What follows belongs to an exercise in optimizing a design on an open flow for small area and a short achievable clock period; a production flow would make more cautious choices. Function was not checked in any run shown here: the RTL went through the layout flow alone. No activity file was given, so power comes from the tool's default toggle rates.

## run.sh

```bash
#!/bin/bash
# synth_recipe.tcl (not shown) runs the flow's synth.tcl, then flattens the netlist and writes it again
# the make line also repeats each setting of config.mk as NAME=value (left out here)
make -C /OpenROAD-flow-scripts/flow DESIGN_CONFIG=/design/flow/config.mk WORK_HOME=/design/flow/orfs CLKGATE_MAP_FILE= SYNTH_SCRIPT=/design/flow/synth_recipe.tcl finish
```

## config.mk

```make
export PLATFORM = sky130hd
export DESIGN_NAME = fpe_rm
export DESIGN_NICKNAME = fpe_rm
export VERILOG_FILES = /design/flow/design.v
export SDC_FILE = /design/flow/constraint.sdc
export NUM_CORES = 8
export LEC_CHECK = 0
export CAP_MARGIN = 40
export CORE_MARGIN = 2
export CORE_UTILIZATION = 25
export PLACE_DENSITY = 0.4
export SETUP_SLACK_MARGIN = 5
export SLEW_MARGIN = 20
```

## constraint.sdc

```tcl
create_clock -name core_clock -period 10.0 [get_ports {clk}]
set_input_delay 2.0000 -clock core_clock [delete_from_list [all_inputs] [get_ports {clk}]]
set_output_delay 2.0000 -clock core_clock [all_outputs]
set_load 0.01 [all_outputs]
```

## design.v

```verilog
module fpe_regmap (
  input  wire         clk,
  input  wire         rst,
  input  wire [5:0]   ra,        
  input  wire [4:0]   rl,        
  input  wire [3:0]   amt,       
  input  wire [63:0]  wen,       
  input  wire         s_w0,      
  input  wire         s_w1,      
  input  wire         s_bq,      
  input  wire [127:0] w0,
  input  wire [127:0] w1,
  input  wire [127:0] bq,
  output wire [127:0] rd_out
);
  reg  [511:0] cells;
  genvar i, j, c;
  generate
    wire [8*31-1:0] f1;
    wire [8*19-1:0] f2;
    for (i = 0; i < 31; i = i + 1) begin : g_f1
      reg [7:0] m;
      always @(*) begin
        case (ra[5:4])
          2'd0:    m = cells[8*((i +  0) % 64) +: 8];
          2'd1:    m = cells[8*((i + 16) % 64) +: 8];
          2'd2:    m = cells[8*((i + 32) % 64) +: 8];
          default: m = cells[8*((i + 48) % 64) +: 8];
        endcase
      end
      assign f1[8*i +: 8] = m;
    end
    for (i = 0; i < 19; i = i + 1) begin : g_f2
      reg [7:0] m;
      always @(*) begin
        case (ra[3:2])
          2'd0:    m = f1[8*(i +  0) +: 8];
          2'd1:    m = f1[8*(i +  4) +: 8];
          2'd2:    m = f1[8*(i +  8) +: 8];
          default: m = f1[8*(i + 12) +: 8];
        endcase
      end
      assign f2[8*i +: 8] = m;
    end
    for (i = 0; i < 16; i = i + 1) begin : g_f3
      localparam [4:0] K = i;
      reg [7:0] m;
      always @(*) begin
        case (ra[1:0])
          2'd0:    m = f2[8*(i + 0) +: 8];
          2'd1:    m = f2[8*(i + 1) +: 8];
          2'd2:    m = f2[8*(i + 2) +: 8];
          default: m = f2[8*(i + 3) +: 8];
        endcase
      end
      assign rd_out[8*i +: 8] = m & {8{K < rl}};
    end
    wire [127:0] rin, t1, rot;
    for (j = 0; j < 16; j = j + 1) begin : g_rin
      assign rin[8*j +: 8] = ({8{s_w0}} & w0[8*(15-j) +: 8]) |
                             ({8{s_w1}} & w1[8*(15-j) +: 8]) |
                             ({8{s_bq}} & bq[8*(15-j) +: 8]);
    end
    for (j = 0; j < 16; j = j + 1) begin : g_rot
      reg [7:0] m;
      always @(*) begin
        case (amt[1:0])
          2'd0:    m = rin[8*j +: 8];
          2'd1:    m = rin[8*((j + 1) % 16) +: 8];
          2'd2:    m = rin[8*((j + 2) % 16) +: 8];
          default: m = rin[8*((j + 3) % 16) +: 8];
        endcase
      end
      assign t1[8*j +: 8] = m;
    end
    for (j = 0; j < 16; j = j + 1) begin : g_rot2
      reg [7:0] m;
      always @(*) begin
        case (amt[3:2])
          2'd0:    m = t1[8*j +: 8];
          2'd1:    m = t1[8*((j + 4) % 16) +: 8];
          2'd2:    m = t1[8*((j + 8) % 16) +: 8];
          default: m = t1[8*((j + 12) % 16) +: 8];
        endcase
      end
      assign rot[8*j +: 8] = m;
    end
    for (c = 0; c < 64; c = c + 1) begin : g_cell
      localparam [3:0] J = c % 16;
      wire en = rst | wen[c];
      always @(posedge clk)
        if (en)
          cells[8*c +: 8] <= rot[8*(15-J) +: 8];
    end
  endgenerate
endmodule
module fpe_window (
  input  wire [5:0]  a,
  input  wire [4:0]  len,
  output wire [63:0] hit
);
  wire [4:0] e    = {1'b0, a[3:0]} + len;    
  wire       full = len[4];
  wire       wrap = e[4];
  wire [1:0] r1   = a[5:4] + 2'd1;
  genvar j, r;
  generate
    for (j = 0; j < 16; j = j + 1) begin : g_lane
      localparam [3:0] J = j;
      wire lt    = (J < a[3:0]);
      wire lt_e  = (J < e[3:0]);
      wire lm    = full | (wrap ? (!lt | lt_e) : (!lt & lt_e));
      for (r = 0; r < 4; r = r + 1) begin : g_row
        assign hit[16*r + j] = lm & (lt ? (r1 == r) : (a[5:4] == r));
      end
    end
  endgenerate
endmodule
module fpe_engine (
  input  wire         clk,
  input  wire         rst,
  input  wire         link_rst,
  input  wire         rx_valid,
  input  wire [7:0]   rx_data,
  output wire         rx_ready,
  output wire         tx_valid,
  output reg  [7:0]   tx_data,
  input  wire         tx_ready,
  output wire         commit_req,
  output wire         commit_wr,
  input  wire         commit_go,
  input  wire         snap,          
  output wire [5:0]   eng_addr,
  output wire [4:0]   eng_len,
  output wire [127:0] eng_buf,
  output reg  [3:0]   eng_amt,       
  input  wire [127:0] rd_win,
  output reg          diag_valid,
  output reg  [2:0]   diag_code
);
  localparam [3:0] S_IDLE = 4'd0,  S_HADDR = 4'd1, S_HLEN = 4'd2,
                   S_RCS  = 4'd3,  S_WPAY  = 4'd4, S_WCS  = 4'd5,
                   S_SKIP = 4'd6,  S_CRD   = 4'd7, S_CWR  = 4'd8,
                   S_RA   = 4'd9,  S_R2    = 4'd10, S_RD  = 4'd11,
                   S_RL   = 4'd12;
  reg [3:0]   st;
  reg [4:0]   cnt;
  reg [5:0]   addr;
  reg         ahi;
  reg [4:0]   len;
  reg [7:0]   acc;
  reg         is01, is02;
  reg [127:0] buf_q;
  wire rx_phase = (st <= S_SKIP);
  wire tx_phase = (st >= S_RA);
  assign rx_ready = rx_phase && !rst && !link_rst;
  assign tx_valid = tx_phase && !rst && !link_rst;
  wire rx_fire = rx_valid && rx_ready;
  wire tx_fire = tx_valid && tx_ready;
  assign commit_req = (st == S_CRD) || (st == S_CWR);
  assign commit_wr  = (st == S_CWR);
  assign eng_addr   = addr;
  assign eng_len    = len;
  assign eng_buf    = buf_q;
  wire       len_big = (rx_data > 8'd16);
  wire [6:0] hsum    = {1'b0, addr} + {2'b0, rx_data[4:0]};
  wire       hdr_ok  = !ahi && !len_big && (hsum <= 7'd64);
  always @(*) begin
    case (st)
      S_RA:    tx_data = {2'b00, addr};
      S_R2:    tx_data = acc ^ {2'b00, addr};
      S_RD:    tx_data = buf_q[7:0];
      default: tx_data = acc;
    endcase
  end
  wire shift = (st == S_WPAY && rx_fire) || (st == S_RD && tx_fire);
  always @(posedge clk)
    if (snap)
      buf_q <= rd_win;
    else if (shift)
      buf_q <= {rx_data, buf_q[127:8]};
  always @(posedge clk) begin
    diag_valid <= 1'b0;
    if (rst) begin
      st <= S_IDLE;
    end else if (link_rst) begin
      if (st != S_IDLE) begin
        diag_valid <= 1'b1;
        diag_code  <= 3'd5;
      end
      st <= S_IDLE;
    end else begin
      case (st)
        S_IDLE: if (rx_fire) begin
          is01 <= (rx_data == 8'h01);
          is02 <= (rx_data == 8'h02);
          acc  <= rx_data;
          st   <= S_HADDR;
        end
        S_HADDR: if (rx_fire) begin
          addr <= rx_data[5:0];
          ahi  <= |rx_data[7:6];
          acc  <= acc ^ rx_data;
          st   <= S_HLEN;
        end
        S_HLEN: if (rx_fire) begin
          len <= rx_data[4:0];
          eng_amt <= addr[3:0] + rx_data[3:0];
          acc <= acc ^ rx_data;
          cnt <= rx_data[4:0];
          if (is01) begin
            if (hdr_ok) begin
              st <= S_RCS;
            end else begin
              st  <= S_SKIP;
              cnt <= 5'd1;
              diag_valid <= 1'b1;
              diag_code  <= len_big ? 3'd3 : 3'd1;
            end
          end else if (is02) begin
            if (len_big) begin
              st <= S_IDLE;
              diag_valid <= 1'b1;
              diag_code  <= 3'd3;
            end else if (!hdr_ok) begin
              st  <= S_SKIP;
              cnt <= rx_data[4:0] + 5'd1;
              diag_valid <= 1'b1;
              diag_code  <= 3'd1;
            end else if (rx_data[4:0] == 5'd0) begin
              st <= S_WCS;
            end else begin
              st <= S_WPAY;
            end
          end else begin
            st <= S_IDLE;
            diag_valid <= 1'b1;
            diag_code  <= 3'd4;
          end
        end
        S_RCS: if (rx_fire) begin
          if (rx_data == acc) begin
            st <= S_CRD;
          end else begin
            st <= S_IDLE;
            diag_valid <= 1'b1;
            diag_code  <= 3'd2;
          end
        end
        S_WPAY: if (rx_fire) begin
          acc   <= acc ^ rx_data;
          cnt   <= cnt - 5'd1;
          if (cnt == 5'd1)
            st <= S_WCS;
        end
        S_WCS: if (rx_fire) begin
          if (rx_data == acc) begin
            st <= S_CWR;
          end else begin
            st  <= S_RA;
            acc <= {2'b00, addr} ^ 8'hFF;
            diag_valid <= 1'b1;
            diag_code  <= 3'd2;
          end
        end
        S_SKIP: if (rx_fire) begin
          cnt <= cnt - 5'd1;
          if (cnt == 5'd1)
            st <= S_IDLE;
        end
        S_CRD: if (commit_go) begin
          acc   <= {2'b00, addr} ^ {3'b000, len};
          st    <= S_RA;
        end
        S_CWR: if (commit_go) begin
          acc <= {2'b00, addr};
          st  <= S_RA;
        end
        S_RA: if (tx_fire)
          st <= S_R2;
        S_R2: if (tx_fire)
          st <= (cnt != 5'd0) ? S_RD : S_RL;
        S_RD: if (tx_fire) begin
          acc   <= acc ^ buf_q[7:0];
          cnt   <= cnt - 5'd1;
          if (cnt == 5'd1)
            st <= S_RL;
        end
        S_RL: if (tx_fire)
          st <= S_IDLE;
        default: st <= S_IDLE;
      endcase
    end
  end
endmodule
module fpe_rm (
  input  wire         clk,
  input  wire         rst,
  input  wire         link_rst,
  input  wire         rx_valid,
  input  wire [7:0]   rx_data,
  output wire         rx_ready,
  output wire         tx_valid,
  output wire [7:0]   tx_data,
  input  wire         tx_ready,
  input  wire [1:0]   c_req,
  input  wire [1:0]   c_op,
  input  wire [15:0]  c_addr,
  input  wire [9:0]   c_len,
  input  wire [255:0] c_wdata,
  input  wire [1:0]   c_lock,
  output reg  [1:0]   c_gnt,
  output wire [255:0] c_rdata,
  output reg  [1:0]   c_err,
  output wire         diag_valid,
  output wire [2:0]   diag_code
);
  wire         commit_req;
  wire         commit_wr;
  wire         commit_go;
  wire [5:0]   eng_addr;
  wire [4:0]   eng_len;
  wire [127:0] eng_buf;
  wire [3:0]   eng_amt;      
  wire [127:0] rot_out;
  reg          p_er;         
  fpe_engine u_engine (
    .clk        (clk),
    .rst        (rst),
    .link_rst   (link_rst),
    .rx_valid   (rx_valid),
    .rx_data    (rx_data),
    .rx_ready   (rx_ready),
    .tx_valid   (tx_valid),
    .tx_data    (tx_data),
    .tx_ready   (tx_ready),
    .commit_req (commit_req),
    .commit_wr  (commit_wr),
    .commit_go  (commit_go),
    .snap       (p_er),
    .eng_addr   (eng_addr),
    .eng_len    (eng_len),
    .eng_buf    (eng_buf),
    .eng_amt    (eng_amt),
    .rd_win     (rdata_q),
    .diag_valid (diag_valid),
    .diag_code  (diag_code)
  );
  reg own_valid;
  reg own_idx;
  wire eng_sel = commit_req && !own_valid && !link_rst;
  assign commit_go = eng_sel && !rst;
  wire e0 = c_req[0] && !c_gnt[0] && (!own_valid || !own_idx);
  wire e1 = c_req[1] && !c_gnt[1] && (!own_valid ||  own_idx);
  wire gnt0 = !rst && !eng_sel && e0;
  wire gnt1 = !rst && !eng_sel && !e0 && e1;
  wire ok0 = !(c_len[4] && |c_len[3:0]) &&
             ({1'b0, c_addr[7:0]}  + {4'b0000, c_len[4:0]} <= 9'd64);
  wire ok1 = !(c_len[9] && |c_len[8:5]) &&
             ({1'b0, c_addr[15:8]} + {4'b0000, c_len[9:5]} <= 9'd64);
  wire eng_pre = commit_req && !own_valid;
  wire [5:0] ca   = e0 ? c_addr[5:0] : c_addr[13:8];
  wire [4:0] cl   = e0 ? c_len[4:0]  : c_len[9:5];
  wire [5:0] ra   = (eng_pre && !link_rst) ? eng_addr : ca;
  wire [4:0] rl   = (eng_pre && !link_rst) ? eng_len  : cl;
  wire [3:0] amt  = (eng_pre && !link_rst) ? eng_amt  : ca[3:0];
  wire s_bq = !rst && eng_sel && commit_wr;
  wire s_w0 = !rst && !eng_sel && e0 && c_op[0];
  wire s_w1 = !rst && !eng_sel && !e0 && c_op[1];
  wire [63:0] hit_e, hit_0, hit_1;
  fpe_window u_win_e (.a(eng_addr),     .len(eng_len),    .hit(hit_e));
  fpe_window u_win_0 (.a(c_addr[5:0]),  .len(c_len[4:0]), .hit(hit_0));
  fpe_window u_win_1 (.a(c_addr[13:8]), .len(c_len[9:5]), .hit(hit_1));
  wire w_e = commit_go && commit_wr;
  wire w_0 = gnt0 && c_op[0] && ok0;
  wire w_1 = gnt1 && c_op[1] && ok1;
  wire [63:0] wen = ({64{w_e}} & hit_e) | ({64{w_0}} & hit_0) |
                    ({64{w_1}} & hit_1);
  fpe_regmap u_map (
    .clk     (clk),
    .rst     (rst),
    .ra      (ra),
    .rl      (rl),
    .amt     (amt),
    .wen     (wen),
    .s_w0    (s_w0),
    .s_w1    (s_w1),
    .s_bq    (s_bq),
    .w0      (c_wdata[127:0]),
    .w1      (c_wdata[255:128]),
    .bq      (eng_buf),
    .rd_out  (rot_out)
  );
  reg [127:0] rdata_q;
  assign c_rdata = {rdata_q, rdata_q};
  always @(posedge clk) begin
    rdata_q <= rot_out;
    p_er    <= commit_go && !commit_wr;
  end
  always @(posedge clk) begin
    c_err <= {!ok1, !ok0};
    if (rst) begin
      own_valid <= 1'b0;
      c_gnt     <= 2'b00;
    end else begin
      c_gnt <= {gnt1, gnt0};
      if (own_valid) begin
        own_valid <= c_lock[own_idx];
      end else begin
        own_valid <= (gnt0 && c_lock[0]) || (gnt1 && c_lock[1]);
        own_idx   <= gnt1;
      end
    end
  end
endmodule
```

==> out/qor.yml, run 1 <==
synthesis:
  synthMuxAreaShare: 0.154
  synth_xor_area_frac: 0.0113
  synthArstFlopShare: 0
  synth_cell_types: 91
  ys_warn_count: 3
  synth-compound-area-share: 0.239
  synth_edf_count: 675
  syn_nets: 5752
  synthesis.area_mm2: 0.0543
  yosys.area_share.simple: 0.0987
  synth-seq-cells: 814
  synth_cells: 5418
  synth_top_family_by_area: "compound AO/OA/AOI/OAI gates"
  synth_adder_area_share: 0.0117
  synthFlopType: "edfxtp_1"
  avgSynthCellArea_um2: 10.0
  yosysSeqAreaShare: 0.425
pwr:
  power.switching_mw: 6.42
  pwr-share-comb: 0.418
  p_leak_nw: 27.4
  power_density_mw_per_mm2: 203
  switching_share: 0.416
  p_int_mw: 9.00
  p_clk_frac: 0.254
  seqPwrFrac: 0.328
  ir_drop_uv: 144
worst_setup_path:
  cp_slowest_cell: "a221oi_2"
  crit_path_start_kind: "input port"
  critPathCaptureType: "flop"
  crit_top_cell: "buf_6"
  slowest_delay_ns: 0.59
  cp_max_fo: 21
  crit_arrival_ns: 5.72
  critical_path_class: "input port to flop"
  worstPathRequired_ns: 10.63
  crit_chain: "clkdlybuf4s50_1, buf_6, nand3_1, buf_8, a31oi_4, buf_4, buf_6, bufbuf_16, mux2i_1, mux2_2, a221oi_2, a21oi_1, o22ai_1"
drt:
  post-route-drc-count: 0
  drtPass1Iterations: 10
  totalWireLength_mm: 403
  vias_per_cell: 6.39
  drt_iter0_drc: 11000
  wl_per_cell_um: 43.9
  via_count: 58700
  final_antenna_net_count: 0
clock_network:
  root_buffer: "clkbuf_16"
  cts_tree: "done"
  cts_buffer_depth: 3
  path_clk_slew_ns: 0.07
  cts-hold-fix-buffers: 0
  cts_sinks: 814
  numCtsBuffers: 100
  clock_latency_ns: 0.78
  htree_num_levels: 3
floorplanning:
  initial_core_util: 0.251
  rows: 171
  die_area_mm2: 0.221
  die_y_um: 470
  ios: 575
  die_w_um: 470
  coreArea_mm2: 0.217
placement:
  io_buffers: 574
  hpwl_mm: 303
  dp_slack_ns: 2.15
  gp_congestion: 1.03
sta:
  slew_headroom: 0.271
  setup_tns_ns: 0
  setup_viol_count_final: 0
  finalWorstSetupSlack_ns: 4.91
  fin_crit_sh: 0.509
  worst_slew_pin_slew_ns: 1.09
  rsz0062_at_grt: "yes"
  clock_skew_ns: 0.0738
  period_needed_ns: 5.09
  fmax_mhz: 196
  finalHoldViolations: 0
  slew_viol_final: 0
grt:
  overflow: 0
  grt_pass1_vias: 52500
  grt_pass1_wl_mm: 516
  antenna_found_initial: 48
  grt_max_degree: 122
  grt_use_total: 0.344
finish:
  final_cell_mix: "edfxtp_1 (675), clkdlybuf4s50_1 (556), mux2i_1 (512)"
  syn2layout_area_growth_pct: 39.6
  final_common_cell: "edfxtp_1"
  drive_above_1_share: 0.259
  finalNetCount: 6557
min_path:
  hold_class: "flop to flop"
run:
  drv_cap: 0
status:
  status: "finished clean"
[cell usage after synthesis, drive strengths merged, types with 16 or more instances]
cell     instances  share of area
a2111oi         20         0.0035
a211oi          74          0.011
a21o            23         0.0032
a21oi          332          0.031
a221oi         171          0.028
a222oi         136          0.025
a22o           144          0.023
a22oi          113          0.016
a2bb2oi         19         0.0031
a311oi          28         0.0045
a31oi           33         0.0038
a32oi           29         0.0047
and2            24         0.0028
and3            20         0.0023
buf            278          0.033
clkbuf         337          0.023
dfxtp          139          0.051
edfxtp         675           0.37
ha              29         0.0067
inv             61         0.0042
maj3            19         0.0035
mux2           145          0.030
mux2i          670           0.12
nand2          421          0.029
nand3          112          0.010
nand4           16         0.0018
nor2           335          0.023
nor3           162          0.015
nor4            17         0.0020
o211ai          23         0.0032
o21ai          193          0.018
o221ai          37         0.0060
o22ai          226          0.026
o31ai           28         0.0041
or2             18         0.0021
or3             39         0.0045
xnor2           43         0.0069
xor2            27         0.0044
[cells by family after synthesis]
| kind of cell | after synthesis |
|---|---|
| adder cells (fa/ha/maj) | 52 |
| AO/OA/AOI/OAI | 1782 |
| flip-flops | 814 |
| AND/OR/NAND/NOR | 1203 |
| buffers and inverters | 681 |
| XOR/XNOR | 70 |
| multiplexers | 816 |
[critical path, delay by kind of cell]
family | cells | cell delay [ns]
muxes | 2 | 0.44
AOI/OAI and AO/OA | 4 | 1.53
buffers and inverters | 6 | 1.53
and+or+nand+nor | 1 | 0.15
[metrics by stage]
stage | area, µm² | power [mW] | hold WS, ns | cells | util
6_report | 75800 | 15.4 | 0.495 | 9182 | 0.350
4_1_cts | 74000 | 15.0 | 0.493 | 9060 | 0.342
2_1_floorplan | 54600 | 7.23 | 0.490 | 5418 | -
3_5_place_dp | 65300 | 10.4 | 0.464 | 8670 | 0.302
5_1_grt | 75800 | 15.6 | 0.509 | 9166 | 0.350
3_3_place_gp | 64200 | 10.3 | 0.464 | 8564 | 0.296
[per-layer routing]
metal	vias up	GRT usage	routed length (µm)
li1	23200	-	-
met1	30200	0.472	166000
met2	4597	0.496	165000
met3	748	0.105	49700
met4	26	0.148	22900
met5	-	0	184
[state kept, by name, summed over array words and instances, names as in the netlist, 2 cells and up]
| register | flops |
|---|---|
| u_engine.acc | 8 |
| u_engine.cnt | 5 |
| u_engine.st | 4 |
| c_err | 2 |
| u_engine.len | 5 |
| u_map.cells | 512 |
| rdata_q | 128 |
| u_engine.eng_amt | 4 |
| u_engine.buf_q | 128 |
| u_engine.addr | 6 |
| u_engine.diag_code | 3 |
| c_gnt | 2 |
[cell type report]
class | instances | area [µm²]
Fill cell | 21900 | 141000
Inverter | 66 | 262
Timing Repair Buffer | 1308 | 13500
Clock buffer | 124 | 2750
Multi-Input combinational cell | 3933 | 31900
Clock inverter | 64 | 676
Sequential cell | 814 | 23100
Tap cell | 2854 | 3570
Antenna cell | 19 | 47.5
[power by group through the flow]
stage	Clock (mW)	Combinational, mW	Sequential [mW]
floorplan	0	2.49	4.73
global placement	0	5.25	5.09
detailed placement	0	5.35	5.09
CTS	3.95	6.01	5.03
global route	4.07	6.47	5.05
finish	3.92	6.44	5.06
[path summary, 6_finish.rpt]
kind	startpoint	endpoint	slack, ns	cells after the start
hold / removal	c_gnt[1]$_SDFF_PP0_	c_gnt[1]$_SDFF_PP0_	0.50	1
hold reg to reg	c_gnt[1]$_SDFF_PP0_	c_gnt[1]$_SDFF_PP0_	0.50	1
setup reg to reg	u_engine.st[3]$_SDFFE_PN0P_	u_map.cells[153]$_DFFE_PP_	5.24	15
setup / recovery	c_addr[5]	rdata_q[67]$_DFF_P_	4.91	13
[repair_timing]
| item | CTS | global route |
|---|---|---|
| cloned | 21 | 11 |
| setup buffers | 181 | 87 |
| endpoints found under the setup margin | 1162 | 1062 |
| pin swaps | 108 | 52 |
| resized for setup | 604 | 164 |
==> run 2: changes to the inputs <==
--- a/design.v
+++ b/design.v
@@ -2,8 +2,9 @@
   input  wire         clk,
   input  wire         rst,
-  input  wire [5:0]   ra,        
-  input  wire [4:0]   rl,        
+  input  wire [5:0]   a,         
+  input  wire [4:0]   len,       
   input  wire [3:0]   amt,       
-  input  wire [63:0]  wen,       
+  input  wire         wen,       
+  input  wire         s_row,     
   input  wire         s_w0,      
   input  wire         s_w1,      
@@ -12,105 +13,67 @@
   input  wire [127:0] w1,
   input  wire [127:0] bq,
-  output wire [127:0] rd_out
+  output wire [127:0] rot_out
 );
   reg  [511:0] cells;
-  genvar i, j, c;
+  wire [7:0]   rin [0:15];
+  wire [7:0]   t1  [0:15];
+  wire [15:0]  lmask;
+  wire [15:0]  lt;           
+  wire [15:0]  lt_e;         
+  wire [3:0]   rd0, rd1;     
+  wire [4:0] e    = {1'b0, a[3:0]} + len;    
+  wire       full = len[4];                  
+  wire       wrap = e[4];                    
+  wire [1:0] r0 = a[5:4];
+  wire [1:0] r1 = a[5:4] + 2'd1;
+  assign rd0 = 4'b0001 << r0;
+  assign rd1 = 4'b0001 << r1;
+  genvar j, r;
   generate
-    wire [8*31-1:0] f1;
-    wire [8*19-1:0] f2;
-    for (i = 0; i < 31; i = i + 1) begin : g_f1
-      reg [7:0] m;
-      always @(*) begin
-        case (ra[5:4])
-          2'd0:    m = cells[8*((i +  0) % 64) +: 8];
-          2'd1:    m = cells[8*((i + 16) % 64) +: 8];
-          2'd2:    m = cells[8*((i + 32) % 64) +: 8];
-          default: m = cells[8*((i + 48) % 64) +: 8];
-        endcase
-      end
-      assign f1[8*i +: 8] = m;
-    end
-    for (i = 0; i < 19; i = i + 1) begin : g_f2
-      reg [7:0] m;
-      always @(*) begin
-        case (ra[3:2])
-          2'd0:    m = f1[8*(i +  0) +: 8];
-          2'd1:    m = f1[8*(i +  4) +: 8];
-          2'd2:    m = f1[8*(i +  8) +: 8];
-          default: m = f1[8*(i + 12) +: 8];
-        endcase
-      end
-      assign f2[8*i +: 8] = m;
-    end
-    for (i = 0; i < 16; i = i + 1) begin : g_f3
-      localparam [4:0] K = i;
-      reg [7:0] m;
-      always @(*) begin
-        case (ra[1:0])
-          2'd0:    m = f2[8*(i + 0) +: 8];
-          2'd1:    m = f2[8*(i + 1) +: 8];
-          2'd2:    m = f2[8*(i + 2) +: 8];
-          default: m = f2[8*(i + 3) +: 8];
-        endcase
-      end
-      assign rd_out[8*i +: 8] = m & {8{K < rl}};
-    end
-    wire [127:0] rin, t1, rot;
-    for (j = 0; j < 16; j = j + 1) begin : g_rin
-      assign rin[8*j +: 8] = ({8{s_w0}} & w0[8*(15-j) +: 8]) |
-                             ({8{s_w1}} & w1[8*(15-j) +: 8]) |
-                             ({8{s_bq}} & bq[8*(15-j) +: 8]);
+    for (j = 0; j < 16; j = j + 1) begin : g_lane
+      localparam [3:0] J = j;
+      assign lt[j]    = (J < a[3:0]);
+      assign lt_e[j]  = (J < e[3:0]);
+      assign lmask[j] = full | (wrap ? (!lt[j] | lt_e[j]) : (!lt[j] & lt_e[j]));
+      wire [3:0] rsel = lt[j] ? rd1 : rd0;
+      wire [7:0] rs = ({8{rsel[0]}} & cells[  0 + 8*j +: 8]) |
+                      ({8{rsel[1]}} & cells[128 + 8*j +: 8]) |
+                      ({8{rsel[2]}} & cells[256 + 8*j +: 8]) |
+                      ({8{rsel[3]}} & cells[384 + 8*j +: 8]);
+      assign rin[j] = ({8{s_row & lmask[j]}} & rs) |
+                      ({8{s_w0}} & w0[8*(15-j) +: 8]) |
+                      ({8{s_w1}} & w1[8*(15-j) +: 8]) |
+                      ({8{s_bq}} & bq[8*(15-j) +: 8]);
     end
     for (j = 0; j < 16; j = j + 1) begin : g_rot
-      reg [7:0] m;
+      reg [7:0] m1;
       always @(*) begin
         case (amt[1:0])
-          2'd0:    m = rin[8*j +: 8];
-          2'd1:    m = rin[8*((j + 1) % 16) +: 8];
-          2'd2:    m = rin[8*((j + 2) % 16) +: 8];
-          default: m = rin[8*((j + 3) % 16) +: 8];
+          2'd0:    m1 = rin[j];
+          2'd1:    m1 = rin[(j + 1) % 16];
+          2'd2:    m1 = rin[(j + 2) % 16];
+          default: m1 = rin[(j + 3) % 16];
         endcase
       end
-      assign t1[8*j +: 8] = m;
+      assign t1[j] = m1;
     end
     for (j = 0; j < 16; j = j + 1) begin : g_rot2
-      reg [7:0] m;
+      reg [7:0] m2;
       always @(*) begin
         case (amt[3:2])
-          2'd0:    m = t1[8*j +: 8];
-          2'd1:    m = t1[8*((j + 4) % 16) +: 8];
-          2'd2:    m = t1[8*((j + 8) % 16) +: 8];
-          default: m = t1[8*((j + 12) % 16) +: 8];
+          2'd0:    m2 = t1[j];
+          2'd1:    m2 = t1[(j + 4) % 16];
+          2'd2:    m2 = t1[(j + 8) % 16];
+          default: m2 = t1[(j + 12) % 16];
         endcase
       end
-      assign rot[8*j +: 8] = m;
+      assign rot_out[8*j +: 8] = m2;
     end
-    for (c = 0; c < 64; c = c + 1) begin : g_cell
-      localparam [3:0] J = c % 16;
-      wire en = rst | wen[c];
-      always @(posedge clk)
-        if (en)
-          cells[8*c +: 8] <= rot[8*(15-J) +: 8];
-    end
-  endgenerate
-endmodule
-module fpe_window (
-  input  wire [5:0]  a,
-  input  wire [4:0]  len,
-  output wire [63:0] hit
-);
-  wire [4:0] e    = {1'b0, a[3:0]} + len;    
-  wire       full = len[4];
-  wire       wrap = e[4];
-  wire [1:0] r1   = a[5:4] + 2'd1;
-  genvar j, r;
-  generate
-    for (j = 0; j < 16; j = j + 1) begin : g_lane
-      localparam [3:0] J = j;
-      wire lt    = (J < a[3:0]);
-      wire lt_e  = (J < e[3:0]);
-      wire lm    = full | (wrap ? (!lt | lt_e) : (!lt & lt_e));
-      for (r = 0; r < 4; r = r + 1) begin : g_row
-        assign hit[16*r + j] = lm & (lt ? (r1 == r) : (a[5:4] == r));
+    for (r = 0; r < 4; r = r + 1) begin : g_row
+      for (j = 0; j < 16; j = j + 1) begin : g_cell
+        wire en = rst | (wen & lmask[j] & (lt[j] ? rd1[r] : rd0[r]));
+        always @(posedge clk)
+          if (en)
+            cells[128*r + 8*j +: 8] <= rot_out[8*(15-j) +: 8];
       end
     end
@@ -359,29 +322,25 @@
   wire ok1 = !(c_len[9] && |c_len[8:5]) &&
              ({1'b0, c_addr[15:8]} + {4'b0000, c_len[9:5]} <= 9'd64);
-  wire eng_pre = commit_req && !own_valid;
-  wire [5:0] ca   = e0 ? c_addr[5:0] : c_addr[13:8];
-  wire [4:0] cl   = e0 ? c_len[4:0]  : c_len[9:5];
-  wire [5:0] ra   = (eng_pre && !link_rst) ? eng_addr : ca;
-  wire [4:0] rl   = (eng_pre && !link_rst) ? eng_len  : cl;
-  wire [3:0] amt  = (eng_pre && !link_rst) ? eng_amt  : ca[3:0];
-  wire s_bq = !rst && eng_sel && commit_wr;
-  wire s_w0 = !rst && !eng_sel && e0 && c_op[0];
-  wire s_w1 = !rst && !eng_sel && !e0 && c_op[1];
-  wire [63:0] hit_e, hit_0, hit_1;
-  fpe_window u_win_e (.a(eng_addr),     .len(eng_len),    .hit(hit_e));
-  fpe_window u_win_0 (.a(c_addr[5:0]),  .len(c_len[4:0]), .hit(hit_0));
-  fpe_window u_win_1 (.a(c_addr[13:8]), .len(c_len[9:5]), .hit(hit_1));
-  wire w_e = commit_go && commit_wr;
-  wire w_0 = gnt0 && c_op[0] && ok0;
-  wire w_1 = gnt1 && c_op[1] && ok1;
-  wire [63:0] wen = ({64{w_e}} & hit_e) | ({64{w_0}} & hit_0) |
-                    ({64{w_1}} & hit_1);
+  wire         csel = !e0;
+  wire [5:0]   ca   = csel ? c_addr[13:8]      : c_addr[5:0];
+  wire [4:0]   cl   = csel ? c_len[9:5]        : c_len[4:0];
+  wire         cop  = csel ? c_op[1]           : c_op[0];
+  wire [5:0] acc_a   = eng_sel ? eng_addr : ca;
+  wire [4:0] acc_len = eng_sel ? eng_len  : cl;
+  wire [3:0] amt     = (eng_sel && commit_wr) ? eng_amt : acc_a[3:0];
+  wire s_row = !rst && (eng_sel ? !commit_wr : !cop);
+  wire s_bq  = !rst && eng_sel && commit_wr;
+  wire s_w0  = !rst && !eng_sel && !csel && c_op[0];
+  wire s_w1  = !rst && !eng_sel &&  csel && c_op[1];
+  wire wen = (commit_go && commit_wr) || (gnt0 && c_op[0] && ok0) ||
+             (gnt1 && c_op[1] && ok1);
   fpe_regmap u_map (
     .clk     (clk),
     .rst     (rst),
-    .ra      (ra),
-    .rl      (rl),
+    .a       (acc_a),
+    .len     (acc_len),
     .amt     (amt),
     .wen     (wen),
+    .s_row   (s_row),
     .s_w0    (s_w0),
     .s_w1    (s_w1),
@@ -390,5 +349,5 @@
     .w1      (c_wdata[255:128]),
     .bq      (eng_buf),
-    .rd_out  (rot_out)
+    .rot_out (rot_out)
   );
   reg [127:0] rdata_q;
==> out/qor.yml, run 2 <==
synthesis:
  yosys.area_share.simple: 0.0839
  synth-compound-area-share: 0.241
  synth_top_family_by_area: "compound AO/OA/AOI/OAI gates"
  synthArstFlopShare: 0
  synth_most_common_cell: "edfxtp_1"
  yosysSeqAreaShare: 0.514
  synth_top_area_frac: 0.452
  synth_cell_types: 95
  synth_cells: 4069
  avgSynthCellArea_um2: 11.0
  synth_edf_count: 675
  synthMuxAreaShare: 0.0874
  synth_top_area_cell: "edfxtp_1"
  synthFlopType: "edfxtp_1"
  ys_warn_count: 3
  synth_common_cells: "edfxtp_1 (675), nand2_1 (336), o21ai_0 (289), clkbuf_1 (215), mux2_2 (211)"
  synthesis.area_mm2: 0.0448
  synth_adder_area_share: 0.0100
  synth_xor_area_frac: 0.00723
  synth_area_leaders: "edfxtp_1 (45%), dfxtp_1 (6.2%), mux2_2 (5.3%), o21ai_0 (3.2%), mux2i_1 (3.0%)"
  synth-seq-cells: 814
  syn_nets: 4400
grt:
  grt_max_degree: 85
  grt_pass1_vias: 40400
  antenna_found_initial: 16
  grt_pass1_wl_mm: 353
  grt_use_total: 0.281
  overflow: 0
pwr:
  power_density_mw_per_mm2: 202
  p_leak_nw: 22.7
  ir_drop_uv: 129
  p_total_mw: 13.3
finish:
  syn2layout_area_growth_pct: 47.1
  final_cell_mix: "edfxtp_1 (675), clkdlybuf4s50_1 (548), buf_4 (343)"
  fin_util: 0.370
  top_regs: "u_map.cells: 512 flops, rdata_q: 128 flops, u_engine.buf_q: 128 flops"
  finalNetCount: 5164
  regMostFlops: "u_map.cells"
  largest_reg_flops: 512
  drive_above_1_share: 0.334
  final_common_cell: "edfxtp_1"
  fin_cells: 7275
worst_setup_path:
  critPathCaptureType: "flop"
  cp_max_fo: 6
  crit_path_start_kind: "input port"
  rrSetupSlack_ns: 4.40
  crit_arrival_ns: 6.14
  critical_path_class: "input port to flop"
  worstPathRequired_ns: 10.43
min_path:
  hold_class: "flop to flop"
sta:
  finalHoldViolations: 0
  setup_viol_count_final: 0
  rsz0062_at_grt: "yes"
  setup_tns_ns: 0
  slew_headroom: 0.165
  slew_viol_final: 0
  period_needed_ns: 5.71
  worst_slew_pin_slew_ns: 1.25
  finalWorstSetupSlack_ns: 4.29
  fin_crit_sh: 0.571
  clock_skew_ns: 0.0482
  fmax_mhz: 175
floorplanning:
  die_w_um: 427
  rows: 155
  die_area_mm2: 0.183
  initial_core_util: 0.251
  die_y_um: 427
  ios: 575
  coreArea_mm2: 0.178
drt:
  vias_per_cell: 5.77
  drtPass1Iterations: 8
  via_count: 42000
  totalWireLength_mm: 267
  final_antenna_net_count: 0
  drt_iter0_drc: 4726
  wl_per_cell_um: 36.6
  post-route-drc-count: 0
clock_network:
  numCtsBuffers: 95
  path_clk_slew_ns: 0.06
  cts-hold-fix-buffers: 0
  cts_tree: "done"
  cts_buffer_depth: 3
  root_buffer: "clkbuf_16"
  clock_latency_ns: 0.75
  htree_num_levels: 3
  cts_sinks: 814
run:
  drv_cap: 0
placement:
  dp_slack_ns: 1.06
  io_buffers: 574
  gp_congestion: 0.973
  hpwl_mm: 199
  dp.cells: 6793
status:
  status: "finished clean"
run 2: layout make-up:
type | instances | area (µm²)
fillers | 17400 | 112000
multi-input cells | 2735 | 25300
flip-flops and latches | 814 | 23100
repair buffers | 1089 | 11000
well taps | 2355 | 2950
clock buffers | 125 | 2590
clock inverters | 53 | 628
inverters | 98 | 407
diodes | 6 | 15.0
run 2: logic make-up (layout without fill, tap and decap cells):
| kind of cell | count (synthesis) | after routing |
|---|---|---|
| mux | 356 | 359 |
| fa+ha+maj | 35 | 35 |
| buf+inv | 526 | 1365 |
| simple gates | 832 | 834 |
| other cells | 0 | 6 |
| compound gates | 1469 | 1470 |
| xor+xnor | 37 | 37 |
| flops | 814 | 814 |
run 2: where the power goes:
part / switching (mW) / internal (mW) / total (mW)
clock: 1.55 / 2.06 / 3.60
combinational: 2.91 / 2.02 / 4.93
sequential: 0.401 / 4.36 / 4.76
total: 4.86 / 8.43 / 13.3
run 2: worst paths after layout:
check                         startpoint                    endpoint  cells after the start
max                             c_req[0]  u_map.cells[125]$_DFFE_PP_                     20
min                  c_gnt[1]$_SDFF_PP0_         c_gnt[1]$_SDFF_PP0_                      1
max reg2reg  u_engine.st[0]$_SDFFE_PN0P_  u_map.cells[125]$_DFFE_PP_                     19
min reg2reg          c_gnt[1]$_SDFF_PP0_         c_gnt[1]$_SDFF_PP0_                      1
run 2: repair_timing:
action / 4_1_cts / 5_1_grt
setup buffers: 198 / 77
pin swaps: 150 / 114
endpoints found under the setup margin: 1172 / 1117
cloned: 11 / 2
gates resized for setup: 778 / 231
run 2: metal layers:
| layer | wire length [µm] | global-route usage | vias up |
|---|---|---|---|
| met2 | 122000 | 0.449 | 2170 |
| li1 | - | - | 17800 |
| met3 | 19800 | 0.0506 | 483 |
| met1 | 108000 | 0.364 | 21600 |
| met4 | 16500 | 0.139 | 2 |
| met5 | 13 | 0.00159 | - |
run 2: metrics by stage:
step | hold WS [ns] | cell area (µm²)
2_1_floorplan | 0.489 | 46200
3_3_place_gp | 0.444 | 54200
3_5_place_dp | 0.452 | 54600
4_1_cts | 0.482 | 63700
5_1_grt | 0.499 | 65900
6_report | 0.472 | 65900
run 2: critical path, stage by stage:
cell	delay, ns
buf_8	0.08
nor2b_4	0.25
buf_6	0.14
nand2_4	0.06
mux2i_1	0.15
o21ai_2	0.24
ha_4	0.26
and2_4	0.15
a2111o_2	0.51
a2111oi_4	0.46
nor4_4	0.05
buf_4	0.17
buf_6	0.13
o211ai_1	0.16
buf_4	0.20
buf_6	0.13
a31oi_4	0.08
a22o_1	0.28
mux2_4	0.28
mux2_4	0.34

[static timing again, ports no longer ideal]
No port has a modelled driver above. Below, the same layouts with a new extraction and two added sets of constraints. Step 1 assumes that a clkbuf_16 drives the clock port and a buf_2 every other input. Step 2 moves the port delays by t, midway between the first and last clock arrival at a register: inputs arrive t later, outputs are due t later. That takes back most of the time a late clock gives input paths. a / b / c = ideal ports / drivers / drivers and shift; a / b = the first two.
| run | shift t [ns] | slack for setup (ns) | cell pins on the clock port's net |
|---|---|---|---|
| run 1 | 0.837 | 4.910 / 4.976 / 4.139 | 1 |
| run 2 | 0.820 | 4.290 / 4.324 / 3.504 | 1 |
After both steps setup and hold are still met in every run listed. For run 2, which loses most, drivers alone change the setup slack by +0.034 ns; drivers and shift together by -0.786 ns.
